Optimization exercise on an open flow, not production practice.
RTL: at most simulated, not proved equivalent.
Power: default activity.

==> flow/run.sh <==
#!/bin/bash
# Standard layout, asking the timing repair for more setup margin.
set -euo pipefail
bash standard.sh SETUP_SLACK_MARGIN=7.1 finish > make_finish.log 2>&1
==> standard.sh <==
#!/bin/bash
# synth_recipe.tcl (not shown) runs the flow's synth.tcl, then flattens the netlist and writes it again
# the make line also repeats each setting of config.mk as NAME=value (left out here)
make -C /OpenROAD-flow-scripts/flow DESIGN_CONFIG=/design/flow/config.mk WORK_HOME=/design/flow/orfs CLKGATE_MAP_FILE= SYNTH_SCRIPT=/design/flow/synth_recipe.tcl "${@:-finish}"
==> config.mk <==
export PLATFORM = sky130hd
export DESIGN_NAME = crc_link
export DESIGN_NICKNAME = crc_link
export VERILOG_FILES = /design/flow/design.v
export SDC_FILE = /design/flow/constraint.sdc
export NUM_CORES = 8
export LEC_CHECK = 0
export CAP_MARGIN = 20
export CORE_MARGIN = 2
export CORE_UTILIZATION = 60
export CTS_BUF_LIST = sky130_fd_sc_hd__clkbuf_16
export CTS_CLUSTER_DIAMETER = 100
export CTS_CLUSTER_SIZE = 20
export PLACE_DENSITY = 0.7
export SLEW_MARGIN = 20
export TNS_END_PERCENT = 100
==> constraint.sdc <==
create_clock -name core_clock -period 10.0 [get_ports {clk}]
set_input_delay 2.0000 -clock core_clock [delete_from_list [all_inputs] [get_ports {clk}]]
set_output_delay 2.0000 -clock core_clock [all_outputs]
set_load 0.01 [all_outputs]
==> design.v <==
module crc_link (
  input  wire        clk,
  input  wire        rst,
  input  wire        cmd_valid,
  output wire        cmd_ready,
  input  wire [3:0]  cmd_code,
  input  wire [15:0] cmd_a,
  input  wire [7:0]  cmd_b,
  output reg         resp_valid,
  output reg         resp_ok,
  output reg  [15:0] resp_data,
  output wire        rx_req,
  input  wire        rx_valid,
  input  wire [7:0]  rx_data,
  input  wire        rx_end,
  output wire        tx_valid,
  output wire [7:0]  tx_data,
  input  wire        tx_ready,
  input  wire        tx_fail
);
  localparam [3:0] C_CRCCLR   = 4'h1, C_CRCSTEP = 4'h2, C_FRAMECRC = 4'h3,
                   C_ENCODE   = 4'h4, C_DECODE  = 4'h5, C_RECEIVE  = 4'h6,
                   C_TRANSMIT = 4'h7, C_LDB     = 4'h9, C_STB      = 4'hA,
                   C_RDST     = 4'hB;
  function [15:0] m16;
    input [15:0] c;
    integer i;
    begin
      m16 = c;
      for (i = 0; i < 16; i = i + 1)
        m16 = {m16[14:0], 1'b0} ^ (m16[15] ? 16'h1021 : 16'h0000);
    end
  endfunction
  reg [511:0] bv;                  
  reg [15:0]  crc;                 
  reg [6:0]   n_q;                 
  reg [6:0]   pos;                 
  reg [9:0]   rem;                 
  reg         match_q;             
  reg [1:0]   err;                 
  reg         busy, done_f, fail_f, res_ok;
  reg         rdy_q, cq_v, mode_d;
  reg         wr_okq;              
  reg [15:0]  cq_a;
  reg [7:0]   cq_b;
  reg         v_clr, v_step, v_fsent, v_fjob, v_enc, v_dec, v_rcv, v_xmt, v_ldb, v_stb, v_rdst;
  reg         rx_req_q, tx_valid_q;
  reg [7:0]   tx_cur;              
  reg [7:0]   tx_q;                
  reg         enc_pend;            
  reg         cache_v;             
  reg         s_act, xw, s_tx, s_res, s_fc;
  reg [4:0]   ra;                  
  reg         rxodd;               
  reg         s_fdone, s_z;
  reg [15:0]  tw;                  
  reg         tw_full, tw_fold;
  reg [7:0]   th;                  
  reg         got, rload, rfold;
  reg         t_last, nx_chi, nx_clo;
  reg         rxw;                 
  reg         vpend;               
  reg         rstart;              
  reg c_rop, c_rack, c_rlen, c_rpay, c_ran, c_top, c_ta1, c_trest, c_ta2, c_wait;
  assign cmd_ready = rdy_q;
  assign rx_req    = rx_req_q;
  assign tx_valid  = tx_valid_q;
  assign tx_data   = tx_q;
  wire [7:0] b0 = bv[7:0];
  wire [7:0] b1 = bv[15:8];
  wire [255:0] rd1;
  wire [127:0] rd2;
  wire [63:0]  rd3;
  wire [31:0]  rd4;
  genvar g;
  generate
    for (g = 0; g < 16; g = g + 1) begin : R1
      assign rd1[16*g +: 16] = ra[0] ? bv[32*g + 16 +: 16] : bv[32*g +: 16];
    end
    for (g = 0; g < 8; g = g + 1) begin : R2
      assign rd2[16*g +: 16] = ra[1] ? rd1[32*g + 16 +: 16] : rd1[32*g +: 16];
    end
    for (g = 0; g < 4; g = g + 1) begin : R3
      assign rd3[16*g +: 16] = ra[2] ? rd2[32*g + 16 +: 16] : rd2[32*g +: 16];
    end
    for (g = 0; g < 2; g = g + 1) begin : R4
      assign rd4[16*g +: 16] = ra[3] ? rd3[32*g + 16 +: 16] : rd3[32*g +: 16];
    end
  endgenerate
  wire [15:0] port = ra[4] ? rd4[31:16] : rd4[15:0];
  integer k;
  wire [15:0] ca = cmd_a;
  wire i_hi7z = (ca[15:7] == 9'd0);
  wire i_hi6z = i_hi7z & !ca[6];
  wire i_le64 = i_hi6z | (i_hi7z & (ca[5:0] == 6'd0));
  wire i_ge2  = |ca[15:1];
  wire i_ge4  = |ca[15:2];
  wire i_le60 = i_hi6z & ((ca[5:2] != 4'hF) | (ca[1:0] == 2'd0));
  wire i_lt6  = (ca[15:3] == 13'd0) & !(ca[2] & ca[1]);
  wire i_rdst_ok = (cmd_code == C_RDST) & i_lt6;
  wire [15:0] a = cq_a;
  wire v_any     = v_clr | v_step | v_fsent | v_fjob | v_enc | v_dec | v_rcv | v_xmt |
                   v_ldb | v_stb;
  wire acc       = v_rdst | (v_any & !busy);
  wire a_is_n    = (a[6:0] == n_q);
  wire fast      = !acc | v_dec | (v_rdst & (a[2:0] != 3'd1)) | (v_xmt & a_is_n);
  wire need_res  = enc_pend & !fast;
  wire need_fcrc = v_fjob & !busy & !(cache_v & a_is_n);
  wire go        = cq_v & !xw;
  wire exec      = go & !need_res & !need_fcrc;
  wire start_res = go & need_res;
  wire start_fc  = go & !need_res & need_fcrc;
  wire ex        = exec & acc;
  wire wr_ok     = cq_v & wr_okq;                         
  wire w_stb     = wr_ok & v_stb;
  wire w_enc     = wr_ok & v_enc;
  wire [6:0] jn      = s_fc ? a[6:0] : n_q;               
  wire [5:0] klast   = jn[6:1] - 6'd2;                    
  wire       tx_live = c_top | c_ta1 | c_trest;
  wire       fetch   = s_act & !s_fdone & (!tw_full | !tx_live);
  wire       s_fold  = s_act & tw_fold;
  wire       s_zero  = s_act & s_fdone & !tw_fold & !s_z;
  wire       s_fin   = s_act & s_z;
  wire       fc_done = s_fin & s_fc;
  wire       st_tx   = ex & v_xmt;
  wire       s_start = st_tx | start_res | start_fc;
  wire [6:0] sn      = start_res ? n_q : a[6:0];
  wire       stream_free = !s_act | s_z;
  wire eq4f   = (rx_data == 8'h4F);
  wire len_ok = (rx_data < 8'd30);
  wire r_last = (rem == 10'd1);
  wire [6:0] tdist = n_q - pos;
  wire [7:0] nb_c = pos[0] ? (nx_clo ? crc[7:0] : tw[7:0]) : (nx_chi ? crc[15:8] : th);
  wire rxm     = c_rop | c_rlen | c_rpay;
  wire rx_tk   = rxm & rx_valid;
  wire rop_tk  = c_rop & rx_valid;
  wire rlen_tk = c_rlen & rx_valid;
  wire rpay_tk = c_rpay & rx_valid;
  wire verify  = rpay_tk & r_last;
  wire        racc = c_rlen | c_rpay | c_ran;
  wire [15:0] cfin = m16(racc ? {th, tx_cur} : crc);
  wire [15:0] rfv  = cfin ^ tw;                          
  wire vmatch  = (cfin[7:0] == tw[7:0]) & (cfin[15:8] == rx_data);
  wire f_pay    = c_rpay & !rx_valid & rx_end & !got;    
  wire f_rx_pre = (c_rop & !rx_valid & rx_end) |
                  (c_rack & !tx_ready & tx_fail) |
                  (c_rlen & (rx_valid ? !len_ok : rx_end)) | f_pay;
  wire f_rx_post = c_ran & match_q & !tx_ready & tx_fail;
  wire f_bad     = c_ran & !match_q & (tx_ready | tx_fail);
  wire f_tx      = (c_top & !tx_ready & tx_fail) |
                   (c_ta1 & (rx_valid ? !eq4f : rx_end)) |
                   (c_trest & tx_fail & !(tx_ready & t_last)) |
                   (c_ta2 & (rx_valid ? !eq4f : rx_end));
  wire ok_end    = (c_ran & match_q & tx_ready) | (c_ta2 & rx_valid & eq4f);
  wire end_now   = ok_end | f_rx_pre | f_rx_post | f_bad | f_tx;
  wire n_rop   = (ex & v_rcv) | rcv_now | (c_rop & !rx_valid & !rx_end);
  wire n_rack  = rop_tk | (c_rack & !tx_ready & !tx_fail);
  wire n_rlen  = (c_rack & tx_ready) | (c_rlen & !rx_valid & !rx_end);
  wire n_rpay  = (rlen_tk & len_ok) |
                 (c_rpay & (rx_valid ? !r_last : (!rx_end | got)));
  wire n_ran   = verify | (c_ran & !tx_ready & !tx_fail);
  wire n_top   = st_tx | (c_top & !tx_ready & !tx_fail);
  wire n_ta1   = (c_top & tx_ready) | (c_ta1 & !rx_valid & !rx_end);
  wire n_trest = (c_ta1 & rx_valid & eq4f) |
                 (c_trest & (tx_ready ? (!t_last & !tx_fail) : !tx_fail));
  wire n_ta2   = (c_trest & tx_ready & t_last) | (c_ta2 & !rx_valid & !rx_end);
  wire tx_tk   = (c_top | c_trest) & tx_ready;
  wire [7:0] tx_tkb  = c_top ? th : nb_c;
  wire [7:0] tx_cn   = st_tx ? b0 : !busy_e ? 8'h4F : rload ? tw[15:8] : rfold ? rfv[7:0] :
                       tx_tk ? tx_tkb : tx_cur;
  wire [7:0] tx_qn   = st_tx ? b0 : !busy_e ? 8'h4F : verify ? (vmatch ? 8'h4F : 8'h46) :
                       c_ran ? (match_q ? 8'h4F : 8'h46) : tx_tk ? tx_tkb : tx_cur;
  wire tw_use  = c_trest & tx_ready & pos[0] & !nx_clo;    
  wire       w_emb = s_fin & !s_fc;
  wire       w_en  = rxw | w_emb | w_enc | w_stb;
  wire [4:0] w_wa  = ra;
  wire [1:0] w_be  = rxw ? {rxodd, !rxodd} : (s_act | v_enc) ? 2'b11 : {a[0], !a[0]};
  wire [15:0] w_d  = rxw ? tw : s_act ? crc :
                     v_enc ? {a[8:1] - 8'd1, cq_b} : {cq_b, cq_b};
  always @(posedge clk) begin
    for (k = 0; k < 64; k = k + 1)
      if (w_en && w_wa == k / 2 && w_be[k % 2])
        bv[8*k +: 8] <= (k % 2) ? w_d[15:8] : w_d[7:0];
  end
  wire fresh  = rdy_q & cmd_valid;
  wire busy_e = busy & !(c_wait & stream_free);          
  wire direct = fresh & (busy_e | (mode_d & (cmd_code == C_RDST)));
  wire rcv_now = fresh & !busy_e & mode_d & (cmd_code == C_RECEIVE) & !enc_pend & !xw;
  wire to_q   = fresh & !direct & !rcv_now;
  wire end_e = c_wait & stream_free;
  wire okn = (ok_end & stream_free) | (end_e & res_ok);
  wire fn  = fail_f | (end_e & !res_ok);
  wire dn  = done_f | okn;
  wire df  = dn | fn;
  wire [15:0] status = {5'd0, fn, dn, busy & !okn & !end_e, match_q, 1'b0, err, df, df, 1'b0, fn};
  wire [2:0]  rk = mode_d ? cmd_a[2:0] : a[2:0];
  reg  [15:0] rdst_val;
  always @* begin
    case (rk)
      3'd0:    rdst_val = status;
      3'd1:    rdst_val = crc;
      3'd2:    rdst_val = {9'd0, c_ran ? pos : n_q};    
      3'd3:    rdst_val = {9'd0, pos};
      3'd4:    rdst_val = {6'd0, rem};
      default: rdst_val = 16'd64;
    endcase
  end
  wire [7:0]  ldb_byte = a[0] ? port[15:8] : port[7:0];
  wire [15:0] rd_val = (mode_d | v_rdst) ? rdst_val : v_dec ? {b0, b1} : {8'd0, ldb_byte};
  wire consume  = exec | fc_done;
  wire held     = cq_v & !consume;
  wire enc_pend_n = (enc_pend & !(s_fin & s_res) & !st_tx) | w_enc;
  wire xw_n     = (xw & !s_fin) | start_res | start_fc;
  wire busy_nx  = busy_e | (ex & v_rcv) | st_tx;
  wire cache_kill = ex & (v_clr | v_step | v_enc | v_stb | v_rcv | v_xmt | v_fsent);
  wire in_xfer  = (cmd_code == C_RECEIVE) | (cmd_code == C_TRANSMIT);
  wire in_fc_miss = (cmd_code == C_FRAMECRC) &
                    !(cache_v & !cache_kill & (cmd_a[6:0] == n_q));
  always @(posedge clk) begin
    if (rdy_q) begin
      cq_a   <= cmd_a;
      cq_b   <= cmd_b;
      v_clr   <= cmd_code == C_CRCCLR;
      v_step  <= cmd_code == C_CRCSTEP;
      v_fsent <= (cmd_code == C_FRAMECRC) & i_le64 & (ca[0] | !i_ge2);
      v_fjob  <= (cmd_code == C_FRAMECRC) & i_le64 & !ca[0] & i_ge2;
      v_enc   <= (cmd_code == C_ENCODE) & !ca[0] & i_ge2 & i_le60;
      v_dec   <= cmd_code == C_DECODE;
      v_rcv   <= cmd_code == C_RECEIVE;
      v_xmt   <= (cmd_code == C_TRANSMIT) & !ca[0] & i_ge4 & i_le64;
      v_ldb   <= (cmd_code == C_LDB) & i_hi6z;
      v_stb   <= (cmd_code == C_STB) & i_hi6z;
      v_rdst  <= i_rdst_ok;
    end
    if (s_start)
      ra <= 5'd1;
    else if (s_act & !s_fin) begin
      if (fetch) ra <= ra + 5'd1;
    end else if (rxm) begin
      if (rx_valid) ra <= c_rop ? 5'd0 : pos[5:1];
    end else if (rdy_q)
      ra <= (cmd_code == C_ENCODE) ? 5'd0 : cmd_a[5:1];
    else
      ra <= v_enc ? 5'd0 : cq_a[5:1];
    if (rx_tk) rxodd <= !c_rop & pos[0];
    if (rop_tk) tw[7:0] <= rx_data;
    else if (rlen_tk) tw[15:8] <= rx_data;
    else if (rpay_tk) begin
      if (pos[0]) tw[15:8] <= rx_data; else tw[7:0] <= rx_data;
    end else if (fetch) tw <= port;
    tx_cur <= tx_cn;
    tx_q   <= rst ? 8'h00 : tx_qn;
    if (st_tx) th <= b1;
    else if (rload) th <= tw[7:0];
    else if (rfold) th <= rfv[15:8];
    else if (tw_use) th <= tw[15:8];
    resp_data <= rd_val;
    if (rst) begin
      cq_v <= 1'b0; rdy_q <= 1'b1; mode_d <= 1'b0; wr_okq <= 1'b1;
      resp_valid <= 1'b0; resp_ok <= 1'b0;
      rx_req_q <= 1'b0; tx_valid_q <= 1'b0;
      crc <= 16'd0; n_q <= 7'd0; pos <= 7'd0; rem <= 10'd0;
      match_q <= 1'b0; err <= 2'd0; busy <= 1'b0; done_f <= 1'b0; fail_f <= 1'b0;
      res_ok <= 1'b0; enc_pend <= 1'b0; cache_v <= 1'b0;
      s_act <= 1'b0; xw <= 1'b0; s_tx <= 1'b0; s_res <= 1'b0; s_fc <= 1'b0;
      s_fdone <= 1'b0; s_z <= 1'b0; tw_full <= 1'b0; tw_fold <= 1'b0;
      got <= 1'b0; rload <= 1'b0; rfold <= 1'b0; rxw <= 1'b0; vpend <= 1'b0;
      rstart <= 1'b0;
      {c_rop, c_rack, c_rlen, c_rpay, c_ran, c_top, c_ta1, c_trest, c_ta2, c_wait} <= 10'd0;
    end else begin
      cq_v   <= rdy_q ? to_q : held;
      rdy_q  <= !held & !(fresh & (xw_n | enc_pend_n | in_fc_miss | in_xfer));
      mode_d <= (ex & (v_rcv | v_xmt)) | (mode_d & !to_q);
      resp_valid <= consume | direct | rcv_now;
      resp_ok    <= (fresh & (busy_e | mode_d) & i_rdst_ok) | rcv_now | (consume & (acc | fc_done));
      rstart     <= rcv_now;
      enc_pend   <= enc_pend_n;
      wr_okq     <= !busy_nx & !xw_n & !enc_pend_n;
      xw         <= xw_n;
      c_rop <= n_rop; c_rack <= n_rack; c_rlen <= n_rlen; c_rpay <= n_rpay; c_ran <= n_ran;
      c_top <= n_top; c_ta1 <= n_ta1; c_trest <= n_trest; c_ta2 <= n_ta2;
      rx_req_q   <= n_rop | n_rlen | n_rpay | n_ta1 | n_ta2;
      tx_valid_q <= n_rack | n_ran | n_top | n_trest;
      c_wait <= end_now | (c_wait & !stream_free);
      if (end_now) res_ok <= ok_end;
      if (busy & c_wait & stream_free) begin
        busy   <= 1'b0;
        done_f <= res_ok;
        fail_f <= !res_ok;
      end
      if (rstart) begin
        err <= 2'd0; match_q <= 1'b0; pos <= 7'd0; rem <= 10'd0; n_q <= 7'd0;
      end
      if (f_rx_pre | f_rx_post) err <= 2'd1;
      if (f_tx)  err <= 2'd2;
      if (f_bad) err <= 2'd3;
      rload <= rlen_tk & len_ok;
      rxw   <= rx_tk;
      vpend <= verify;
      rfold <= rpay_tk & pos[0] & !r_last;
      if (rop_tk) pos <= 7'd1;
      if (rlen_tk) begin
        pos <= 7'd2;
        rem <= {1'b0, rx_data, 1'b0} + 10'd4;
        got <= 1'b0;
      end
      if (rpay_tk) begin
        pos <= pos + 7'd1;
        rem <= rem - 10'd1;
        got <= !rx_end;
      end else if (c_rpay & rx_end) begin
        got <= 1'b0;
      end
      if (verify) match_q <= vmatch;
      if (c_ran & match_q & tx_ready) begin
        n_q     <= pos;
        cache_v <= 1'b1;
      end
      if (tx_tk) pos <= pos + 7'd1;
      if (tw_use) tw_full <= 1'b0;
      if (st_tx) begin
        t_last <= 1'b0; nx_chi <= 1'b0; nx_clo <= 1'b0;    
      end else if (tx_tk) begin
        t_last <= nx_chi; nx_chi <= nx_clo; nx_clo <= (tdist == 7'd4);
      end
      if (s_start) begin
        s_act   <= 1'b1;
        s_tx    <= st_tx;
        s_res   <= start_res;
        s_fc    <= start_fc;
        s_fdone <= (sn[6:1] < 6'd3);
        s_z     <= 1'b0;
        tw_full <= 1'b0;
        tw_fold <= 1'b0;
      end else begin
        if (fetch) begin
          s_fdone <= ({1'b0, ra} == klast);
          tw_full <= 1'b1;
        end
        tw_fold <= fetch;
        if (s_zero) s_z <= 1'b1;
        if (s_fin) begin
          s_act <= 1'b0;
          if (!s_fc) cache_v <= 1'b1;
        end
      end
      if (vpend)
        crc <= cfin;
      else if (s_fold)
        crc <= m16(crc) ^ tw;
      else if (s_start)
        crc <= {b0, b1};
      else if (s_zero)
        crc <= cfin;
      else if (ex & v_clr)
        crc <= 16'd0;
      else if (ex & v_step)
        crc <= m16(crc) ^ a;
      else if (ex & v_fsent)
        crc <= 16'hFFFF;
      if (cache_kill | start_fc) cache_v <= 1'b0;
      if (ex & v_enc) n_q <= a[6:0] + 7'd4;
      if (ex & v_rcv) begin
        busy <= 1'b1; done_f <= 1'b0; fail_f <= 1'b0;
        err <= 2'd0; match_q <= 1'b0; pos <= 7'd0; rem <= 10'd0; n_q <= 7'd0;
      end
      if (st_tx) begin
        busy <= 1'b1; done_f <= 1'b0; fail_f <= 1'b0;
        err <= 2'd0; pos <= 7'd0; n_q <= a[6:0];
      end
      if (rcv_now) begin
        busy <= 1'b1; done_f <= 1'b0; fail_f <= 1'b0; cache_v <= 1'b0;
      end
    end
  end
endmodule
==> flow_summary.yaml, run 1 <==
cells_and_area:
  filler_cell_count: 3423
  final_common_cell: "edfxtp_1"
  antenna_cells: 0
  syn_to_final_growth_pct: 16.4
  drive_gt1_share_pct: 29.7
  nNetsFinal: 2524
  final_util_pct: 70.8
  layout_common_cells: "edfxtp_1, nand2_1, mux4_2"
  fin_area_sq_um: 37300
  regArea_sq_um: 19700
  multi_input_area_sq_um: 13200
sta:
  setup_tns_ns: 0
  tightest_slew_ns: 0.990
  clock_skew_ns: 0.0480
  max_freq_ghz: 0.321
  period_share_pct: 31.2
  slew_headroom_pct: 33.7
  hold_violations: 0
  rsz0062_at_grt: "true"
  worst_hold_slack_ns: 0.502
  min_period_ns: 3.12
  slew_violations: 0
  setup_viol: 0
clock_tree:
  cts_made_buffers: 41
  clk_pin_slew_ns: 0.10
  cts_tree: "done"
  root_buffer: "clkbuf_16"
  clock-sinks: 693
  htreeDepth: 2
  cts_hold_buf: 0
  clkLatencyLatePin_ns: 0.63
  clockBufferDepth: 3
floorplanning:
  die_y_microns: 235
  dieArea_sq_um: 55300
  die_x_microns: 235
  core-area_sq_um: 52700
  start_util_pct: 60.9
  num_io_pins: 72
  fp-row-count: 84
placed_design:
  hpwl_mm: 65.9
  place_area_sq_um: 33600
  io_buffers: 71
  gp_congestion: 0.960
global_routing:
  grt_usage_pct: 36.4
  first_global_vias: 21194
  grt_overflow: 0
  grt_first_pass_wirelength_mm: 146
  grt_max_degree: 48
  grt_antenna_before_repair: 0
pwr:
  power_density_nw_per_um2: 191
  p_leak_nw: 12.3
  vdd_drop_max_v: 0.000196
  p_total_mw: 7.12
worst_setup_path:
  worst-path-stages: 1
  cp_data_required_time_ns: 8.00
  path_buf_inv: 1
  slowest_stage: "dfxtp_2"
  slowest_delay_ns: 0.38
  cpLargestDelayFamily: "flip-flops"
  end_kind: "output pin"
  crit_path_max_fanout: 1
  crit_chain: "buf_6"
  critical_path_class: "flip-flop to output pin"
  critPathLaunchType: "flip-flop"
  reg2reg_depth: 6
  cp_data_arrival_time_ns: 1.12
detailed_routing:
  wl_per_cell_microns: 32.4
  vias: 22051
  routed_wirelength_mm: 102
  ant_nets: 0
  route.detailed.drc: 0
  drt_iter0_drc: 3124
  drtPass1Iterations: 7
  vias_per_cell: 6.98
min_path:
  min_path_cells: 2
  hold_class: "flip-flop to flip-flop"
synth:
  syn_area_per_cell_sq_um: 13.7
  synth_edf_count: 575
  async_flop_share_pct: 0
  ys_seq_area_share_pct: 61.3
  ys_types: 85
  syn_nets: 2405
  synth_seq_cells: 693
  syn_inst: 2341
  ys_warn_count: 1
  synth_top_cell_area_share_pct: 53.9
  ys_top_cells_by_area: "edfxtp_1, mux4_2, dfxtp_1"
  ys.flop_type: "edfxtp_1"
  yosys.area.top_type: "edfxtp_1"
  syn_area_sq_um: 32000
job:
  maxCapViolCount: 0
run_status:
  status: "no timing/DRC/antenna violations"
final cells by class:
class                           instances  share of cell area, %
Sequential cell                       693                   52.8
Multi-Input combinational cell       1457                   35.4
Timing Repair Buffer                  231                   5.88
Clock buffer                           42                   2.82
Tap cell                              688                   2.31
Inverter                               36                  0.382
Clock inverter                         13                  0.325
path summary, 6_finish.rpt:
check / endpoint / start / slack [ns]
setup / recovery: resp_data[6] / resp_data[6] / 6.88
hold reg to reg: s_res / s_res / 0.50
hold / removal: s_res / s_res / 0.50
setup reg to reg: crc[5] / s_z / 7.10
cell usage after synthesis, types with 6 or more instances:
cell type	count
dfxtp_1	118
edfxtp_1	575
a221oi_1	13
a31oi_1	21
a2111oi_0	7
a211oi_1	34
inv_1	34
xnor3_1	7
nor3b_1	9
nor2b_1	18
o221ai_1	9
a22oi_1	10
nand2_1	167
a21oi_1	134
clkbuf_1	108
a311oi_1	6
buf_2	29
ha_1	21
mux2i_1	67
o211ai_1	12
nor2_1	227
nand3_1	45
nor3_1	34
a22o_1	8
o22ai_1	7
and2_1	14
nand2b_1	12
mux4_2	151
a21o_1	8
nand4_1	15
a222oi_1	7
or3_1	8
xnor2_1	107
nor4_1	12
o31ai_1	6
buf_1	17
xor2_1	33
o21ai_0	109
and3_1	18
o21a_1	10
a32oi_1	13
per-layer routing:
metal	wire, microns	GRT usage, %	vias up
li1	-	-	9196
met1	38300	49.3	11045
met2	48000	58.0	1492
met3	9680	5.77	318
met4	6180	17.9	0
met5	0	0	-
report_power, final:
group | internal (mW) | total (mW) | switching, mW
clock | 0.771 | 1.73 | 0.956
combinational | 0.870 | 2.03 | 1.16
sequential | 3.26 | 3.36 | 0.0983
through the flow:
step | worst slack, ns | std cells
2_1_floorplan | 6.47 | 2341
3_3_place_gp | 5.57 | 2978
3_5_place_dp | 5.49 | 2978
5_1_grt | 6.86 | 3160
6_report | 6.88 | 3160
4_1_cts | 6.88 | 3106
cells by family after synthesis:
logic type      count (synthesis)  synth area share (%)
buf+inv                       195                  2.44
fa+ha+maj                      21                 0.820
flops                         693                  61.3
xor+xnor                      160                  5.13
compound gates                447                  8.86
simple gates                  599                  8.44
mux                           226                  13.0
state kept, by name, indices dropped and copies added, names as in the netlist, 2 cells and up:
name	count
tx_cur	8
rem	10
tw	16
tx_q	8
resp_data	16
bv	512
err	2
n_q	7
th	8
pos	7
cq_b	8
crc	16
ra	5
cq_a	16
repair_timing:
action                                 in CTS  in global routing
cloned                                      6                  5
endpoints found under the hold margin       0                  0
setup endpoints to repair                 772                624
setup buffers                              67                 49
pin swaps                                  37                 44
resized for setup                         474                176
Testbench counts, summed over its fixed seeds: cycles 19,184, frames 256.
==> run 2, diff against run 1 <==
==> flow/run.sh (replaced) <==
#!/bin/bash
# Standard layout, asking the timing repair for more setup margin.
set -euo pipefail
bash standard.sh SETUP_SLACK_MARGIN=7 SKIP_LAST_GASP=1 finish > make_finish.log 2>&1
==> flow_summary.yaml, run 2 <==
pwr:
  vdd_drop_max_v: 0.000200
  netSwitchingPower_mw: 2.12
  share_seq_of_total_power_pct: 48.7
  combPwrFrac_pct: 26.9
  power_density_nw_per_um2: 191
  sw_frac_of_total_pct: 30.5
  p_total_mw: 6.93
  p_clk_share_pct: 24.4
  power.internal_mw: 4.82
  p_leak_nw: 11.9
floorplanning:
  die_y_microns: 235
  core-area_sq_um: 52700
  dieArea_sq_um: 55300
  start_util_pct: 60.9
  fp-row-count: 84
  die_x_microns: 235
  num_io_pins: 72
clock_tree:
  clkLatencyLatePin_ns: 0.62
  cts_hold_buf: 0
  cts_tree: "done"
  root_buffer: "clkbuf_16"
  htreeDepth: 2
  clock-sinks: 693
  clockBufferDepth: 3
  cts_made_buffers: 41
  clk_pin_slew_ns: 0.10
sta:
  max_freq_ghz: 0.320
  period_share_pct: 31.3
  slew_violations: 0
  tightest_slew_ns: 0.897
  min_period_ns: 3.13
  setup_tns_ns: 0
  slew_headroom_pct: 40.1
  fin_ws_ns: 6.87
  hold_violations: 0
  rsz0062_at_grt: "true"
  clock_skew_ns: 0.0435
  setup_viol: 0
  worst_hold_slack_ns: 0.503
cells_and_area:
  top_register: "bv"
  regArea_sq_um: 19700
  antenna_cells: 0
  layout_common_cells: "edfxtp_1, nor2_1, nand2_1"
  nNetsFinal: 2483
  final_common_cell: "edfxtp_1"
  largest_register_ffs: 512
  drive_gt1_share_pct: 26.2
  syn_to_final_growth_pct: 13.3
  multi_input_area_sq_um: 12700
  filler_cell_count: 3620
synth:
  ys_top_cells_by_area: "edfxtp_1, mux4_2, dfxtp_1"
  async_flop_share_pct: 0
  syn_inst: 2341
  ys_seq_area_share_pct: 61.3
  synth_edf_count: 575
  syn_area_sq_um: 32000
  syn_nets: 2405
  ys.flop_type: "edfxtp_1"
  synth_seq_cells: 693
  syn_area_per_cell_sq_um: 13.7
  synth_most_common_cell: "edfxtp_1"
  ys_warn_count: 1
  synth_common_cells: "edfxtp_1, nor2_1, nand2_1"
  ys_types: 85
  synth_top_cell_area_share_pct: 53.9
  yosys.area.top_type: "edfxtp_1"
worst_setup_path:
  reg2reg_depth: 8
  slowest_delay_ns: 0.38
  cp_data_required_time_ns: 8.00
  cp_data_arrival_time_ns: 1.13
  critPathLaunchType: "flip-flop"
  end_kind: "output pin"
  path_buf_inv: 1
  crit_path_max_fanout: 1
  cpLargestDelayFamily: "flip-flops"
  critical_path_class: "flip-flop to output pin"
  worst-path-stages: 1
  slowest_stage: "dfxtp_4"
  crit_chain: "buf_6"
detailed_routing:
  route.detailed.drc: 0
  ant_nets: 0
  drt_iter0_drc: 2840
  routed_wirelength_mm: 97.8
  wl_per_cell_microns: 31.3
  vias_per_cell: 6.89
  drtPass1Iterations: 6
  vias: 21515
run_status:
  status: "no timing/DRC/antenna violations"
placed_design:
  pre_cts_ws_ns: 5.51
  gp_congestion: 1.02
  io_buffers: 71
  hpwl_mm: 65.9
global_routing:
  grt_max_degree: 59
  grt_first_pass_wirelength_mm: 143
  grt_antenna_before_repair: 1
  grt_overflow: 0
  first_global_vias: 20917
  grt_usage_pct: 35.2
job:
  maxCapViolCount: 0
min_path:
  hold_class: "flip-flop to flip-flop"
  min_path_cells: 2
-- run 2: final timing paths --
path	end	startpoint	slack [ns]
setup reg to reg	crc[3]	cq_a[2]	7.00
hold reg to reg	tw_full	tw_full	0.50
setup / recovery	resp_data[6]	resp_data[6]	6.87
hold / removal	tw_full	tw_full	0.50
-- run 2: logic make-up (layout without fill, tap and decap cells) --
group | after synthesis | after routing | share of synthesized area (%)
and+or+nand+nor | 599 | 600 | 8.44
muxes | 226 | 226 | 13.0
buffers and inverters | 195 | 286 | 2.44
adders and majority gates | 21 | 21 | 0.820
xor gates and xnor gates | 160 | 160 | 5.13
DFF | 693 | 693 | 61.3
AOI/OAI and AO/OA | 447 | 448 | 8.86
-- run 2: through the flow --
stage	cell area, sq um	util (%)	cells
finish	36300	68.9	3122
global route	36300	68.9	3122
CTS	35500	67.5	3079
detailed placement	33500	63.6	2983
global placement	33500	63.6	2983
floorplan	32300	-	2341
-- run 2: power groups by stage --
stage | combinational (mW) | sequential [mW] | clock (mW)
3_5_place_dp | 1.57 | 3.45 | 0
3_3_place_gp | 1.55 | 3.45 | 0
4_1_cts | 1.72 | 3.37 | 1.70
5_1_grt | 1.95 | 3.38 | 1.79
6_report | 1.87 | 3.38 | 1.69
2_1_floorplan | 1.10 | 3.37 | 0
-- run 2: metal layers --
layer / share of wire (%) / global-route usage (%)
met5: 0.017 / 0
met3: 9.2 / 5.10
met4: 6.2 / 18.0
met2: 47 / 56.0
met1: 38 / 48.0
-- run 2: final cells by class --
cell class                      count  area share, %
Sequential cell                   693           54.3
Multi-Input combinational cell   1455           35.0
Timing Repair Buffer              192           4.82
Clock buffer                       41           2.83
Tap cell                          688           2.37
Inverter                           36          0.383
Clock inverter                     17          0.262
-- run 2: what timing repair did --
| item | 4_1_cts | 5_1_grt |
|---|---|---|
| hold endpoints to repair | 0 | 0 |
| setup buffers | 36 | 41 |
| endpoints found under the setup margin | 731 | 365 |
| gates resized for setup | 423 | 127 |
| pin swaps | 29 | 43 |
| gates cloned | 2 | 2 |
==> run 3, diff against run 2 <==
==> flow/run.sh (replaced) <==
#!/bin/bash
# Standard layout, asking the timing repair for more setup margin.
set -euo pipefail
bash standard.sh SETUP_SLACK_MARGIN=7 SETUP_REPAIR_SEQUENCE=unbuffer,sizedown,sizeup,swap,buffer finish > make_finish.log 2>&1
==> flow_summary.yaml, run 3 <==
run_status:
  status: "no timing/DRC/antenna violations"
cells_and_area:
  layout_common_cells: "edfxtp_1, nor2_1, nand2_1"
  antenna_cells: 0
  nNetsFinal: 2483
  drive_gt1_share_pct: 26.2
  regArea_sq_um: 19700
  final_util_pct: 68.9
  largest_register_ffs: 512
  multi_input_area_sq_um: 12700
  top_register: "bv"
  fin_cells: 3122
  final_common_cell: "edfxtp_1"
  fin_area_sq_um: 36300
  syn_to_final_growth_pct: 13.3
  filler_cell_count: 3620
detailed_routing:
  ant_nets: 0
  route.met2.wl_mm: 45.8
  vias: 21515
  wl_per_cell_microns: 31.3
  wl_met1_mm: 36.9
  vias_per_cell: 6.89
  drtPass1Iterations: 6
  route.detailed.drc: 0
  met3_length_mm: 8.95
  routed_wirelength_mm: 97.8
  drt_iter0_drc: 2840
  maxUsedRoutingLayer: "met5"
placed_design:
  io_buffers: 71
  gp_congestion: 1.02
  pre_cts_ws_ns: 5.51
  place_inst: 2983
  hpwl_mm: 65.9
  place_area_sq_um: 33500
min_path:
  hold_class: "flip-flop to flip-flop"
  min_path_cells: 2
  min_to: "tw_full"
  min_from: "tw_full"
floorplanning:
  die_y_microns: 235
  core-area_sq_um: 52700
  dieArea_sq_um: 55300
  die_x_microns: 235
  start_util_pct: 60.9
  num_io_pins: 72
  fp-row-count: 84
sta:
  hold_violations: 0
  max_freq_ghz: 0.320
  tightest_slew_ns: 0.897
  period_share_pct: 31.3
  min_period_ns: 3.13
  setup_tns_ns: 0
  slew_headroom_pct: 40.1
  fin_ws_ns: 6.87
  setup_viol: 0
  rsz0062_at_grt: "true"
  slew_violations: 0
  clock_skew_ns: 0.0435
  worst_hold_slack_ns: 0.503
global_routing:
  grt_overflow: 0
  grt_first_pass_wirelength_mm: 143
  first_global_vias: 20917
  grt_usage_pct: 35.2
  grt_max_degree: 59
  grt_antenna_before_repair: 1
clock_tree:
  cts_hold_buf: 0
  clkLatencyLatePin_ns: 0.62
  clock-sinks: 693
  clk_pin_slew_ns: 0.10
  cts_tree: "done"
  clockBufferDepth: 3
  root_buffer: "clkbuf_16"
  cts_made_buffers: 41
  htreeDepth: 2
pwr:
  share_seq_of_total_power_pct: 48.7
  p_leak_nw: 11.9
  sw_frac_of_total_pct: 30.5
  p_total_mw: 6.93
  vdd_drop_max_v: 0.000200
  combPwrFrac_pct: 26.9
  power.internal_mw: 4.82
  netSwitchingPower_mw: 2.12
  p_clk_share_pct: 24.4
  power_density_nw_per_um2: 191
synth:
  ys.flop_type: "edfxtp_1"
  async_flop_share_pct: 0
  ys_top_cells_by_area: "edfxtp_1, mux4_2, dfxtp_1"
  synth_top_cell_area_share_pct: 53.9
  synth_common_cells: "edfxtp_1, nor2_1, nand2_1"
  ys_seq_area_share_pct: 61.3
  synth_most_common_cell: "edfxtp_1"
  ys_types: 85
  syn_area_per_cell_sq_um: 13.7
  synth_seq_cells: 693
  syn_area_sq_um: 32000
  synth_edf_count: 575
  syn_nets: 2405
  syn_inst: 2341
  yosys.area.top_type: "edfxtp_1"
  ys_warn_count: 1
worst_setup_path:
  path_buf_inv: 1
  cp_data_arrival_time_ns: 1.13
  critPathLaunchType: "flip-flop"
  reg2reg_depth: 8
  critical_path_class: "flip-flop to output pin"
  cp_data_required_time_ns: 8.00
  reg2reg_slack_ns: 7.00
  worstReg2RegStart: "cq_a[2]"
  crit_chain: "buf_6"
  slowest_stage: "dfxtp_4"
  slowest_delay_ns: 0.38
  crit_path_max_fanout: 1
  r2r-end: "crc[3]"
  end_kind: "output pin"
  cpLargestDelayFamily: "flip-flops"
job:
  maxCapViolCount: 0
## run 3: cell counts in the layout (fill, tap and decap cells not counted)
Identical to the previous run, type by type.
## run 3: repair_timing
action,4_1_cts,5_1_grt
gates resized for setup,423,127
endpoints found under the hold margin,0,0
setup buffers,36,41
setup endpoints to repair,731,365
cloned,2,2
pin swaps,29,43
## run 3: per-layer routing
metal,vias to the layer above,GRT usage (%)
met5,-,0
met4,2,18.0
met3,315,5.10
met2,1373,56.0
met1,10730,48.0
li1,9095,-
## run 3: logic make-up (layout without fill, tap and decap cells)
kind of cell             after synthesis  count (layout)  share of synthesized area, %
XOR/XNOR                             160             160                          5.13
adder cells (fa/ha/maj)               21              21                         0.820
buffers and inverters                195             286                          2.44
AND/OR/NAND/NOR                      599             600                          8.44
multiplexers                         226             226                          13.0
flip-flops                           693             693                          61.3
AO/OA/AOI/OAI                        447             448                          8.86
## run 3: power groups by stage
stage	clock network, mW	logic, mW	registers, mW
after floorplan	0	1.10	3.37
after global placement	0	1.55	3.45
after detailed placement	0	1.57	3.45
after CTS	1.70	1.72	3.37
after global routing	1.79	1.95	3.38
final	1.69	1.87	3.38
## run 3: cell type report
class | count | share of cell area (%)
repair buffers | 192 | 4.82
well taps | 688 | 2.37
clock buffers | 41 | 2.83
inverters | 36 | 0.383
flip-flops and latches | 693 | 54.3
clock inverters | 17 | 0.262
multi-input cells | 1455 | 35.0
## run 3: worst max-delay path by stage
stage / from / endpoint / cells after the start
after floorplan: rx_data[1] / err[0] / 8
after global placement: rx_valid / tx_q[3] / 7
after detailed placement: rx_valid / tx_q[3] / 7
after CTS: resp_data[6] / resp_data[6] / 1
after global routing: s_act / bv[329] / 5
final: resp_data[6] / resp_data[6] / 1
## run 3: tightest hold or removal path, stage by stage (launching register included)
cell and delay [ns]:
dfxtp_1 0.32, nand2b_1 0.07, a211oi_1 0.07
==> run 4, diff against run 3 <==
==> flow/run.sh (replaced) <==
#!/bin/bash
# Standard layout, asking the timing repair for more setup margin.
set -euo pipefail
bash standard.sh SETUP_SLACK_MARGIN=7 finish > make_finish.log 2>&1
--- a/config.mk
+++ b/config.mk
@@ -7,7 +7,7 @@
 export LEC_CHECK = 0
 export CAP_MARGIN = 20
 export CORE_MARGIN = 2
-export CORE_UTILIZATION = 60
+export CORE_UTILIZATION = 55
 export CTS_BUF_LIST = sky130_fd_sc_hd__clkbuf_16
 export CTS_CLUSTER_DIAMETER = 100
 export CTS_CLUSTER_SIZE = 20
==> flow_summary.yaml, run 4 <==
cells_and_area:
  antenna_cells: 0
  top_register: "bv"
  fin_area_sq_um: 36700
  largest_register_ffs: 512
  layout_common_cells: "edfxtp_1, nand2_1, nor2_1"
  filler_cell_count: 4236
  nNetsFinal: 2496
  drive_gt1_share_pct: 27.0
  multi_input_area_sq_um: 12800
  syn_to_final_growth_pct: 14.4
  regArea_sq_um: 19700
  final_common_cell: "edfxtp_1"
synth:
  async_flop_share_pct: 0
  synth_common_cells: "edfxtp_1, nor2_1, nand2_1"
  synth-compound-area-share_pct: 8.86
  synth_seq_cells: 693
  synthSimpleGateAreaFrac_pct: 8.44
  ys_warn_count: 1
  syn_nets: 2405
  synth_top_family_by_area: "multiplexers"
  synth.mux.area_fraction_pct: 13.0
  synth_most_common_cell: "edfxtp_1"
  ys.flop_type: "edfxtp_1"
  yosys.area_share.adder_pct: 0.820
  synth_edf_count: 575
  syn_inst: 2341
  syn_area_sq_um: 32000
  syn_area_per_cell_sq_um: 13.7
  ys_seq_area_share_pct: 61.3
  ys_types: 85
  yosys.area.top_type: "edfxtp_1"
  ys_top_cells_by_area: "edfxtp_1, mux4_2, dfxtp_1"
  synth-xor-area-share_pct: 5.13
  synth_top_cell_area_share_pct: 53.9
worst_setup_path:
  r2r-end: "tx_q[3]"
  crit_end: "cmd_ready"
  cp_data_arrival_time_ns: 1.22
  worstReg2RegStart: "th[3]"
  critical_path_class: "flip-flop to output pin"
  crit_path_max_fanout: 2
  critPathLaunchType: "flip-flop"
  end_kind: "output pin"
  worstSetupStartpoint: "rdy_q"
  reg2reg_slack_ns: 6.99
  cp_data_required_time_ns: 8.00
  reg2reg_depth: 7
sta:
  max_freq_ghz: 0.311
  rsz0062_at_grt: "true"
  hold_violations: 0
  min_period_ns: 3.22
  slew_violations: 0
  period_share_pct: 32.2
  setup_viol: 0
  fin_ws_ns: 6.78
  slew_headroom_pct: 26.1
  clock_skew_ns: 0.0442
  setup_tns_ns: 0
  tightest_slew_ns: 1.11
clock_tree:
  htreeDepth: 2
  root_buffer: "clkbuf_16"
  clk_pin_slew_ns: 0.09
  cts_hold_buf: 0
  clkLatencyLatePin_ns: 0.62
  clock-sinks: 693
  cts_made_buffers: 40
  clockBufferDepth: 3
  cts_tree: "done"
floorplanning:
  die_x_microns: 245
  die_y_microns: 245
  core-area_sq_um: 57700
  fp-row-count: 88
  start_util_pct: 55.5
  num_io_pins: 72
  dieArea_sq_um: 60200
placed_design:
  gp_congestion: 0.997
  hpwl_mm: 65.3
  place_area_sq_um: 33600
  io_buffers: 71
  pre_cts_ws_ns: 5.49
pwr:
  vdd_drop_max_v: 0.000178
  p_leak_nw: 12.1
  power_density_nw_per_um2: 191
  p_total_mw: 7.00
global_routing:
  grt_overflow: 0
  first_global_vias: 20602
  grt_max_degree: 59
  grt_antenna_before_repair: 1
  grt_first_pass_wirelength_mm: 143
  grt_usage_pct: 32.8
detailed_routing:
  wl_met1_mm: 37.9
  maxUsedRoutingLayer: "met4"
  met3_length_mm: 8.90
  routed_wirelength_mm: 99.8
  wl_per_cell_microns: 31.1
  route.met2.wl_mm: 47.2
  ant_nets: 0
  drt_iter0_drc: 2935
  drtPass1Iterations: 6
  route.detailed.drc: 0
  vias_per_cell: 6.77
  vias: 21757
job:
  maxCapViolCount: 0
min_path:
  hold_class: "flip-flop to flip-flop"
run_status:
  status: "no timing/DRC/antenna violations"
-- run 4: cell count changes in the layout (fill, tap and decap cells not counted), sizes merged --
cell / previous run / this run
clkdlybuf4s50: 10 / 11
clkdlybuf4s15: 1 / 4
dlygate4sd2: 6 / 3
bufbuf: 1 / 4
buf: 167 / 172
clkbuf: 46 / 52
inv: 50 / 48
or3: 9 / 10
dlymetal6s2s: 2 / 1
and2: 15 / 16
o21ai: 115 / 114
clkinvlp: 1 / 2
-- run 4: worst min-delay path by stage --
stage	from	to	slack (ns)	cells past startpoint
2_1_floorplan	fail_f	fail_f	0.45	2
3_3_place_gp	s_res	s_res	0.47	2
5_1_grt	c_rack	c_rack	0.54	2
4_1_cts	c_rack	c_rack	0.51	2
3_5_place_dp	s_res	s_res	0.49	2
6_report	c_rack	c_rack	0.51	2
-- run 4: per-layer routing --
layer	global-route usage [%]	up-vias
met5	0	-
met3	4.40	296
met2	52.6	1364
met1	45.1	10966
met4	14.9	0
li1	-	9131
-- run 4: repair_timing --
item,CTS,global route
gates cloned,5,4
gates resized for setup,429,135
setup endpoints to repair,736,620
pin swaps,26,39
setup buffers,55,36
-- run 4: stage by stage --
stage               hold WS, ns  cells  util, %
detailed placement        0.488   3055     58.2
global placement          0.472   3055     58.2
CTS                       0.509   3173     62.2
finish                    0.511   3213     63.5
global route              0.544   3213     63.5
floorplan                 0.455   2341        -
-- run 4: cell families after synthesis --
| kind of cell | Yosys count |
|---|---|
| flops | 693 |
| simple gates | 599 |
| compound gates | 447 |
| mux | 226 |
| buf+inv | 195 |
| xor+xnor | 160 |
| fa+ha+maj | 21 |
-- run 4: final cells by class --
class / count / share of cell area (%)
inverters: 36 / 0.396
multi-input cells: 1456 / 34.8
clock inverters: 16 / 0.191
clock buffers: 42 / 2.87
well taps: 765 / 2.61
flip-flops and latches: 693 / 53.8
repair buffers: 205 / 5.32
-- run 4: worst max-delay path: stages, from the launching register on --
cell and delay, ns:
dfxtp_4 0.36, buf_12 0.14, buf_6 0.11
-- run 4: where the power goes --
part | internal (mW) | total [mW] | switching, mW
Combinational | 0.825 | 1.94 | 1.11
Sequential | 3.26 | 3.36 | 0.104
Clock | 0.758 | 1.70 | 0.939
==> run 5, diff against run 4 <==
--- a/config.mk
+++ b/config.mk
@@ -7,7 +7,7 @@
 export LEC_CHECK = 0
 export CAP_MARGIN = 20
 export CORE_MARGIN = 2
-export CORE_UTILIZATION = 55
+export CORE_UTILIZATION = 50
 export CTS_BUF_LIST = sky130_fd_sc_hd__clkbuf_16
 export CTS_CLUSTER_DIAMETER = 100
 export CTS_CLUSTER_SIZE = 20
==> flow_summary.yaml, run 5 <==
run_status:
  status: "no timing/DRC/antenna violations"
synth:
  synth_edf_count: 575
  synth_seq_cells: 693
  syn_nets: 2405
  synth_common_cells: "edfxtp_1, nor2_1, nand2_1"
  ys_warn_count: 1
  yosys.area.top_type: "edfxtp_1"
  ys_top_cells_by_area: "edfxtp_1, mux4_2, dfxtp_1"
  synth_top_cell_area_share_pct: 53.9
  async_flop_share_pct: 0
  ys_seq_area_share_pct: 61.3
  ys.flop_type: "edfxtp_1"
  syn_area_sq_um: 32000
  synth_most_common_cell: "edfxtp_1"
  ys_types: 85
  syn_area_per_cell_sq_um: 13.7
  syn_inst: 2341
placed_design:
  gp_congestion: 1.00
  hpwl_mm: 66.7
  place_inst: 3146
  io_buffers: 71
clock_tree:
  cts_hold_buf: 0
  root_buffer: "clkbuf_16"
  cts_made_buffers: 41
  htreeDepth: 2
  clk_pin_slew_ns: 0.09
  clkLatencyLatePin_ns: 0.62
  cts_tree: "done"
  clock-sinks: 693
  clockBufferDepth: 3
floorplanning:
  core-area_sq_um: 63200
  start_util_pct: 50.7
  num_io_pins: 72
  dieArea_sq_um: 66100
  die_y_microns: 257
  die_x_microns: 257
  fp-row-count: 92
worst_setup_path:
  cp_data_required_time_ns: 8.00
  end_kind: "output pin"
  slowest_delay_ns: 0.44
  critical_path_class: "flip-flop to output pin"
  crit_path_max_fanout: 2
  slowest_stage: "dfxtp_4"
  cpLargestDelayFamily: "flip-flops"
  path_buf_inv: 1
  critPathLaunchType: "flip-flop"
  cp_data_arrival_time_ns: 1.17
  crit_chain: "buf_6"
pwr:
  power_density_nw_per_um2: 191
  vdd_drop_max_v: 0.000205
  p_leak_nw: 12.1
detailed_routing:
  route.detailed.drc: 0
  drtPass1Iterations: 6
  wl_per_cell_microns: 30.2
  drt_iter0_drc: 2789
  vias_per_cell: 6.48
  ant_nets: 0
  routed_wirelength_mm: 99.7
  vias: 21381
cells_and_area:
  drive_gt1_share_pct: 26.8
  layout_common_cells: "edfxtp_1, nor2_1, nand2_1"
  largest_register_ffs: 512
  multi_input_area_sq_um: 12800
  fin_cells: 3298
  regArea_sq_um: 19700
  final_common_cell: "edfxtp_1"
  nNetsFinal: 2493
  top_register: "bv"
  filler_cell_count: 4882
  syn_to_final_growth_pct: 14.8
  final_util_pct: 58.2
  antenna_cells: 0
job:
  maxCapViolCount: 0
sta:
  setup_tns_ns: 0
  hold_violations: 0
  max_freq_ghz: 0.315
  worst_hold_slack_ns: 0.491
  period_share_pct: 31.7
  rsz0062_at_grt: "true"
  slew_headroom_pct: 37.1
  setup_viol: 0
  tightest_slew_ns: 0.940
  slew_violations: 0
  min_period_ns: 3.17
  clock_skew_ns: 0.0316
global_routing:
  grt_usage_pct: 29.9
  grt_overflow: 0
  grt_max_degree: 65
  grt_first_pass_wirelength_mm: 144
  first_global_vias: 20807
  grt_antenna_before_repair: 2
min_path:
  hold_class: "flip-flop to flip-flop"
## run 5: changes by cell type in the layout (fill, tap and decap cells not counted), moves of 3 or more
cell,previous run,this run
xnor2_2,6,9
nor2_2,55,32
buf_8,3,7
buf_4,116,111
a2111oi_1,0,4
nor2_4,15,36
nand3_2,2,6
nand3_1,42,38
xnor2_4,7,3
bufbuf_16,4,1
inv_1,41,44
## run 5: cells by family after synthesis
family,after synthesis,synth area share [%]
buf+inv,195,2.44
flops,693,61.3
simple gates,599,8.44
mux,226,13.0
compound gates,447,8.86
fa+ha+maj,21,0.820
xor+xnor,160,5.13
## run 5: cell type report
type	instances	share of cell area, %
Sequential cell	693	53.6
Multi-Input combinational cell	1454	34.7
Timing Repair Buffer	203	5.12
Clock buffer	43	2.93
Tap cell	846	2.88
Inverter	36	0.388
Clock inverter	23	0.350
## run 5: through the flow
stage | area (sq um) | worst slack, ns | total power [mW]
floorplan | 32300 | 6.47 | 4.46
global placement | 33700 | 5.42 | 5.03
detailed placement | 33700 | 5.41 | 5.04
CTS | 36000 | 6.80 | 6.92
global route | 36800 | 6.80 | 7.25
finish | 36800 | 6.83 | 7.03
## run 5: final timing paths
kind           start        end  slack [ns]  cells after the start
max reg2reg    c_ran    tx_q[0]        7.03                      9
min reg2reg  tw_full    tw_full        0.49                      2
max            rdy_q  cmd_ready        6.83                      1
min          tw_full    tw_full        0.49                      2
## run 5: power by group
part | total (mW) | switching, mW | internal (mW)
Sequential | 3.37 | 0.107 | 3.26
Clock | 1.76 | 0.968 | 0.788
Combinational | 1.91 | 1.10 | 0.813
## run 5: timing repair
item / 4_1_cts / 5_1_grt
gates cloned: 3 / 1
endpoints found under the setup margin: 739 / 623
gates resized for setup: 436 / 153
pin swaps: 32 / 37
setup buffers: 46 / 36
## run 5: per-layer routing
metal | global-route usage, % | wire (microns) | vias up
met5 | 0 | 21 | -
met3 | 4.29 | 8000 | 251
met2 | 47.2 | 46800 | 1137
li1 | - | - | 9154
met4 | 14.8 | 5840 | 4
met1 | 40.9 | 39100 | 10835
==> run 6, diff against run 5 <==
--- a/config.mk
+++ b/config.mk
@@ -5,9 +5,10 @@
 export SDC_FILE = /design/flow/constraint.sdc
 export NUM_CORES = 8
 export LEC_CHECK = 0
+export ABC_AREA = 1
 export CAP_MARGIN = 20
 export CORE_MARGIN = 2
-export CORE_UTILIZATION = 50
+export CORE_UTILIZATION = 60
 export CTS_BUF_LIST = sky130_fd_sc_hd__clkbuf_16
 export CTS_CLUSTER_DIAMETER = 100
 export CTS_CLUSTER_SIZE = 20
==> flow_summary.yaml, run 6 <==
cells_and_area:
  layout_common_cells: "edfxtp_1, nand2_1, o21ai_0"
  largest_register_ffs: 512
  drive_gt1_share_pct: 15.0
  nNetsFinal: 3628
  final_common_cell: "edfxtp_1"
  top_register: "bv"
  syn_to_final_growth_pct: 12.9
  final_util_pct: 68.3
sta:
  period_share_pct: 31.6
  max_freq_ghz: 0.317
  slew_violations: 0
  min_period_ns: 3.16
  setup_tns_ns: 0
  clock_skew_ns: 0.0262
  setup_viol: 0
  slew_headroom_pct: 26.6
  rsz0062_at_grt: "true"
  hold_violations: 0
  fin_ws_ns: 6.84
  tightest_slew_ns: 1.10
worst_setup_path:
  slowest_stage: "dfxtp_4"
  critical_path_class: "flip-flop to output pin"
  crit_path_max_fanout: 2
  cp_data_required_time_ns: 8.00
  slowest_delay_ns: 0.35
  crit_chain: "buf_12, buf_6"
  end_kind: "output pin"
  critPathLaunchType: "flip-flop"
  cp_data_arrival_time_ns: 1.16
clock_tree:
  clockBufferDepth: 3
  clk_pin_slew_ns: 0.09
  clkLatencyLatePin_ns: 0.61
  cts_tree: "done"
  cts_made_buffers: 41
  htreeDepth: 2
  clock-sinks: 693
  root_buffer: "clkbuf_16"
pwr:
  power_density_nw_per_um2: 198
  p_total_mw: 7.42
  vdd_drop_max_v: 0.000203
  p_leak_nw: 13.6
synth:
  synth_common_cells: "nand2_1, edfxtp_1, nor2_1"
  ys_seq_area_share_pct: 59.1
  ys_warn_count: 1
  syn_area_sq_um: 33200
  synth_top_cell_area_share_pct: 52.0
  syn_inst: 3530
  synth_most_common_cell: "nand2_1"
  ys.flop_type: "edfxtp_1"
  syn_area_per_cell_sq_um: 9.41
  async_flop_share_pct: 0
  synth_edf_count: 575
  yosys.area.top_type: "edfxtp_1"
  ys_types: 58
  syn_nets: 3594
  ys_top_cells_by_area: "edfxtp_1, dfxtp_1, o21ai_0"
  synth_seq_cells: 693
detailed_routing:
  drtPass1Iterations: 6
  vias: 28468
  route.detailed.drc: 0
  routed_wirelength_mm: 118
  drt_iter0_drc: 4417
  vias_per_cell: 6.64
  wl_per_cell_microns: 27.6
  ant_nets: 0
global_routing:
  grt_antenna_before_repair: 3
  grt_overflow: 0
  grt_usage_pct: 40.9
  grt_max_degree: 112
  grt_first_pass_wirelength_mm: 171
  first_global_vias: 26356
placed_design:
  gp_congestion: 1.05
  pre_cts_ws_ns: 5.50
  hpwl_mm: 79.9
  io_buffers: 71
floorplanning:
  num_io_pins: 72
  core-area_sq_um: 54900
  fp-row-count: 86
  die_y_microns: 239
  dieArea_sq_um: 57200
  start_util_pct: 60.5
  die_x_microns: 239
job:
  maxCapViolCount: 0
min_path:
  hold_class: "flip-flop to flip-flop"
run_status:
  status: "no timing/DRC/antenna violations"
## run 6: cell types whose count changed after synthesis, moves of 119 or more
cell     previous run  this run
mux4_2            151         0
o21ai_0           109       450
nand3_1            45       180
inv_1              34       240
nand2_1           167       585
o22ai_1             7       126
nor2_1            227       489
## run 6: logic make-up (layout without fill, tap and decap cells)
group	count (synthesis)	count (layout)	synth area share [%]
other	0	3	0
xor gates and xnor gates	77	77	2.10
adders and majority gates	21	21	0.791
AOI/OAI and AO/OA	876	876	14.6
buffers and inverters	447	491	5.29
DFF	693	693	59.1
and+or+nand+nor	1416	1420	18.1
## run 6: metrics by stage
step	hold slack, ns	instance area (sq um)	instances
detailed placement	0.469	34700	4155
finish	0.488	37500	4285
floorplan	0.443	33600	3530
CTS	0.481	36700	4240
global route	0.516	37500	4282
global placement	0.461	34700	4155
## run 6: worst paths after layout
check | start | endpoint | slack [ns] | depth (start not counted)
max | rdy_q | cmd_ready | 6.84 | 2
min | rem[7] | rem[7] | 0.49 | 2
max reg2reg | v_enc | bv[351] | 6.95 | 7
min reg2reg | rem[7] | rem[7] | 0.49 | 2
## run 6: repair_timing
action | in CTS | in global routing
pin swaps | 13 | 33
cloned | 4 | 3
hold buffers | 0 | 0
setup buffers | 24 | 38
gates resized for setup | 374 | 152
setup endpoints to repair | 715 | 480
## run 6: critical path, delay by kind of cell (launching register included)
| family | cells | cell delay (ns) |
|---|---|---|
| DFF | 1 | 0.35 |
| buffers and inverters | 2 | 0.23 |
## run 6: report_power, final
group          switching, mW  internal [mW]
Clock                  0.940          0.788
Sequential             0.110           3.27
Combinational           1.66          0.646
Total                   2.71           4.71
## run 6: routing by layer
layer  wire length (microns)  part of all wire (%)  GRT usage [%]
met2                   54300                    46           65.5
met3                   13400                    11           9.06
met5                       0                     0              0
met1                   40700                    34           50.2
met4                    9780                   8.3           26.8
## run 6: final cells by class
cell class	count	area, sq um
Timing Repair inverter	1	5.00
Tap cell	704	881
Multi-Input combinational cell	2394	13000
Clock buffer	42	1050
Timing Repair Buffer	174	1690
Inverter	259	1080
Fill cell	4189	17400
Antenna cell	3	7.51
Clock inverter	15	109
Sequential cell	693	19700
==> run 7, diff against run 6 <==
--- a/config.mk
+++ b/config.mk
@@ -5,13 +5,12 @@
 export SDC_FILE = /design/flow/constraint.sdc
 export NUM_CORES = 8
 export LEC_CHECK = 0
-export ABC_AREA = 1
 export CAP_MARGIN = 20
 export CORE_MARGIN = 2
 export CORE_UTILIZATION = 60
 export CTS_BUF_LIST = sky130_fd_sc_hd__clkbuf_16
 export CTS_CLUSTER_DIAMETER = 100
 export CTS_CLUSTER_SIZE = 20
-export PLACE_DENSITY = 0.7
+export PLACE_DENSITY = 0.8
 export SLEW_MARGIN = 20
 export TNS_END_PERCENT = 100
==> flow_summary.yaml, run 7 <==
cells_and_area:
  antenna_cells: 0
  syn_to_final_growth_pct: 13.2
  top_register: "bv"
  layout_common_cells: "edfxtp_1, nor2_1, nand2_1"
  final_util_pct: 68.9
  nNetsFinal: 2475
  fin_cells: 3114
  drive_gt1_share_pct: 25.6
  largest_register_ffs: 512
  final_common_cell: "edfxtp_1"
  filler_cell_count: 3447
synth:
  synth_seq_cells: 693
  async_flop_share_pct: 0
  ys_seq_area_share_pct: 61.3
  synth_top_cell_area_share_pct: 53.9
  ys_types: 85
  syn_area_per_cell_sq_um: 13.7
  yosys.area.top_type: "edfxtp_1"
  synth_most_common_cell: "edfxtp_1"
  syn_nets: 2405
  synth_edf_count: 575
  synth_common_cells: "edfxtp_1, nor2_1, nand2_1"
  ys_warn_count: 1
  ys.flop_type: "edfxtp_1"
  syn_area_sq_um: 32000
  ys_top_cells_by_area: "edfxtp_1, mux4_2, dfxtp_1"
  syn_inst: 2341
min_path:
  min_from: "c_rack"
  min_to: "c_rack"
  min_path_cells: 2
  hold_class: "flip-flop to flip-flop"
sta:
  clock_skew_ns: 0.0420
  setup_viol: 0
  hold_violations: 0
  tightest_slew_ns: 0.958
  min_period_ns: 3.11
  slew_headroom_pct: 35.9
  setup_tns_ns: 0
  fin_ws_ns: 6.89
  max_freq_ghz: 0.322
  rsz0062_at_grt: "true"
  slew_violations: 0
  period_share_pct: 31.1
detailed_routing:
  ant_nets: 0
  routed_wirelength_mm: 102
  drtPass1Iterations: 6
  drt_iter0_drc: 3313
  route.detailed.drc: 0
  vias_per_cell: 7.06
  vias: 21999
  wl_per_cell_microns: 32.6
global_routing:
  grt_usage_pct: 36.6
  grt_overflow: 0
  grt_antenna_before_repair: 0
  first_global_vias: 21352
  grt_max_degree: 60
  grt_first_pass_wirelength_mm: 148
placed_design:
  place_inst: 2980
  hpwl_mm: 66.3
  io_buffers: 71
  pre_cts_ws_ns: 5.48
  gp_congestion: 0.997
pwr:
  power_density_nw_per_um2: 194
  vdd_drop_max_v: 0.000178
  p_leak_nw: 11.9
floorplanning:
  core-area_sq_um: 52700
  start_util_pct: 60.9
  die_x_microns: 235
  dieArea_sq_um: 55300
  num_io_pins: 72
  fp-row-count: 84
  die_y_microns: 235
clock_tree:
  clock-sinks: 693
  htreeDepth: 2
  clk_pin_slew_ns: 0.09
  cts_tree: "done"
  root_buffer: "clkbuf_16"
  clkLatencyLatePin_ns: 0.63
  clockBufferDepth: 3
  cts_made_buffers: 41
worst_setup_path:
  critical_path_class: "flip-flop to output pin"
  critPathLaunchType: "flip-flop"
  worstReg2RegStart: "cq_a[1]"
  crit_path_max_fanout: 1
  reg2reg_depth: 10
  reg2reg_slack_ns: 6.92
  end_kind: "output pin"
  cp_data_arrival_time_ns: 1.11
  slowest_delay_ns: 0.37
  cp_data_required_time_ns: 8.00
  slowest_stage: "dfxtp_4"
  cpLargestDelayFamily: "flip-flops"
  crit_chain: "buf_6"
  worstSetupStartpoint: "resp_data[6]"
  r2r-end: "crc[7]"
  path_buf_inv: 1
job:
  maxCapViolCount: 0
run_status:
  status: "no timing/DRC/antenna violations"
run 7: metal layers:
layer | share of wire (%) | track usage, % | wire (microns)
met1 | 36 | 48.0 | 36100
met2 | 47 | 58.6 | 48000
met3 | 10 | 6.48 | 10300
met4 | 7.1 | 20.6 | 7160
met5 | 0 | 0 | 0
run 7: through the flow:
| stage | instance area (sq um) | total power [mW] | hold slack, ns |
|---|---|---|---|
| 2_1_floorplan | 32300 | 4.46 | 0.455 |
| 3_3_place_gp | 33500 | 5.00 | 0.472 |
| 3_5_place_dp | 33500 | 5.03 | 0.487 |
| 4_1_cts | 35700 | 6.89 | 0.502 |
| 5_1_grt | 36300 | 7.17 | 0.544 |
| 6_report | 36300 | 7.02 | 0.510 |
run 7: power by group:
part           switching (mW)  total (mW)  internal (mW)  leakage, nW
Combinational            1.11        1.91          0.795         5.08
Clock                   0.977        1.74          0.768        0.603
Sequential              0.109        3.37           3.26         6.22
run 7: layout make-up:
cell class	count	area [sq um]	area share, %
clock buffer	42	1050	2.90
tap	688	861	2.37
timing repair buffer	184	1700	4.68
sequential	693	19700	54.4
multi-input combinational	1455	12700	35.0
clock inverter	16	113	0.311
inverter	36	135	0.373
run 7: logic make-up after synthesis:
group	after synthesis	synth area share (%)
DFF	693	61.3
adders and majority gates	21	0.820
buffers and inverters	195	2.44
and+or+nand+nor	599	8.44
AOI/OAI and AO/OA	447	8.86
xor gates and xnor gates	160	5.13
muxes	226	13.0
run 7: how the worst max path moves through the flow:
stage	endpoint	cells after the start
3_5_place_dp	tx_q[3]	7
6_report	resp_data[6]	1
2_1_floorplan	err[0]	8
4_1_cts	cmd_ready	1
3_3_place_gp	tx_q[0]	7
5_1_grt	resp_data[6]	1
run 7: what timing repair did:
item / 4_1_cts / 5_1_grt
pin swaps: 28 / 28
gates resized for setup: 427 / 114
setup endpoints to repair: 767 / 639
gates cloned: 2 / 1
setup buffers: 46 / 27
hold buffers: 0 / 0
==> run 8, diff against run 7 <==
--- a/config.mk
+++ b/config.mk
@@ -11,6 +11,6 @@
 export CTS_BUF_LIST = sky130_fd_sc_hd__clkbuf_16
 export CTS_CLUSTER_DIAMETER = 100
 export CTS_CLUSTER_SIZE = 20
-export PLACE_DENSITY = 0.8
+export PLACE_DENSITY = 0.6
 export SLEW_MARGIN = 20
 export TNS_END_PERCENT = 100
==> flow_summary.yaml, run 8 <==
clock_tree:
  clk_pin_slew_ns: 0.09
  cts_made_buffers: 40
  cts_tree: "done"
  clockBufferDepth: 3
  root_buffer: "clkbuf_16"
  clock-sinks: 693
  htreeDepth: 2
  clkLatencyLatePin_ns: 0.61
sta:
  setup_viol: 0
  clock_skew_ns: 0.0245
  max_freq_ghz: 0.323
  tightest_slew_ns: 0.987
  rsz0062_at_grt: "true"
  worst_hold_slack_ns: 0.502
  fin_ws_ns: 6.91
  setup_tns_ns: 0
  slew_headroom_pct: 34.1
  hold_violations: 0
  period_share_pct: 30.9
  min_period_ns: 3.09
  slew_violations: 0
cells_and_area:
  largest_register_ffs: 512
  final_common_cell: "edfxtp_1"
  fin_cells: 3111
  layout_common_cells: "edfxtp_1, nor2_1, nand2_1"
  antenna_cells: 0
  top_register: "bv"
  drive_gt1_share_pct: 25.3
  nNetsFinal: 2474
  syn_to_final_growth_pct: 12.7
  fin_area_sq_um: 36100
min_path:
  hold_class: "flip-flop to flip-flop"
global_routing:
  first_global_vias: 20638
  grt_usage_pct: 35.1
  grt_overflow: 0
  grt_first_pass_wirelength_mm: 142
  grt_antenna_before_repair: 3
  grt_max_degree: 55
worst_setup_path:
  critPathLaunchType: "input port"
  cp_data_required_time_ns: 10.52
  slowest_stage: "nor4_4"
  critical_path_class: "input port to flip-flop"
  crit_path_max_fanout: 3
  slowest_delay_ns: 0.45
  end_kind: "flip-flop"
  cp_data_arrival_time_ns: 3.61
  crit_chain: "buf_12, buf_8, nand4b_1, nor4_4, a21oi_2, a21oi_2, o21ai_2, nand2_1, o21ai_1, o21ai_1"
synth:
  syn_area_per_cell_sq_um: 13.7
  ys_top_cells_by_area: "edfxtp_1, mux4_2, dfxtp_1"
  syn_area_sq_um: 32000
  ys_seq_area_share_pct: 61.3
  synth_edf_count: 575
  syn_inst: 2341
  async_flop_share_pct: 0
  syn_nets: 2405
  synth_most_common_cell: "edfxtp_1"
  yosys.area.top_type: "edfxtp_1"
  synth_seq_cells: 693
  ys_warn_count: 1
  synth_top_cell_area_share_pct: 53.9
  ys_types: 85
  synth_common_cells: "edfxtp_1, nor2_1, nand2_1"
  ys.flop_type: "edfxtp_1"
detailed_routing:
  vias_per_cell: 6.89
  ant_nets: 0
  drtPass1Iterations: 6
  wl_per_cell_microns: 31.3
  drt_iter0_drc: 3113
  routed_wirelength_mm: 97.4
  vias: 21420
  route.detailed.drc: 0
floorplanning:
  die_y_microns: 235
  num_io_pins: 72
  fp-row-count: 84
  core-area_sq_um: 52700
  dieArea_sq_um: 55300
  start_util_pct: 60.9
  die_x_microns: 235
pwr:
  power_density_nw_per_um2: 192
  p_leak_nw: 11.9
  vdd_drop_max_v: 0.000194
placed_design:
  pre_cts_ws_ns: 5.58
  io_buffers: 71
  gp_congestion: 0.981
  place_inst: 2978
  hpwl_mm: 65.8
  place_area_sq_um: 33500
run_status:
  status: "no timing/DRC/antenna violations"
job:
  maxCapViolCount: 0
[run 8: what timing repair did]
item | 4_1_cts | 5_1_grt
hold buffers | 0 | 0
buffers inserted | 37 | 37
endpoints found under the setup margin | 726 | 382
gates resized for setup | 391 | 119
gates cloned | 2 | 2
pin swaps | 25 | 39
[run 8: worst paths after layout]
path / start / cells past startpoint / endpoint / slack [ns]
worst max-delay path: rx_data[4] / 10 / resp_data[2] / 6.91
worst min-delay path: s_res / 2 / s_res / 0.50
worst max register to register: s_act / 5 / bv[265] / 6.93
worst min register to register: s_res / 2 / s_res / 0.50
[run 8: cells by family (layout without fill, tap and decap cells)]
logic type / Yosys count / in the layout / share of synthesized area [%]
flops: 693 / 693 / 61.3
compound gates: 447 / 447 / 8.86
fa+ha+maj: 21 / 21 / 0.820
xor+xnor: 160 / 160 / 5.13
simple gates: 599 / 600 / 8.44
buf+inv: 195 / 276 / 2.44
mux: 226 / 226 / 13.0
[run 8: cell type report]
class,count,area (sq um)
clock inverters,14,96.3
repair buffers,185,1680
fillers,3620,16500
multi-input cells,1454,12600
inverters,36,144
clock buffers,41,1030
well taps,688,861
flip-flops and latches,693,19700
[run 8: per-layer routing]
| layer | vias to the layer above | track usage [%] | part of all wire, % |
|---|---|---|---|
| li1 | 9070 | - | - |
| met1 | 10748 | 48.6 | 38 |
| met2 | 1350 | 55.8 | 47 |
| met3 | 248 | 5.24 | 9.2 |
| met4 | 4 | 16.1 | 5.5 |
| met5 | - | 0 | 0.027 |
[run 8: through the flow]
stage                     power [mW]  utilization (%)
after floorplan                 4.46                -
after global placement          5.02             63.5
after detailed placement        5.03             63.6
after CTS                       6.81             67.4
after global routing            7.13             68.6
final                           6.94             68.6
[run 8: worst max-delay path, delay by kind of cell]
kind | cells | cell delay, ns
buffers and inverters | 2 | 0.21
AO/OA/AOI/OAI | 5 | 0.63
AND/OR/NAND/NOR | 3 | 0.77
[run 8: report_power, final]
group | leakage [nW] | internal, mW | switching (mW)
logic | 5.06 | 0.803 | 1.10
registers | 6.22 | 3.26 | 0.114
clock network | 0.587 | 0.746 | 0.921
total | 11.9 | 4.81 | 2.13
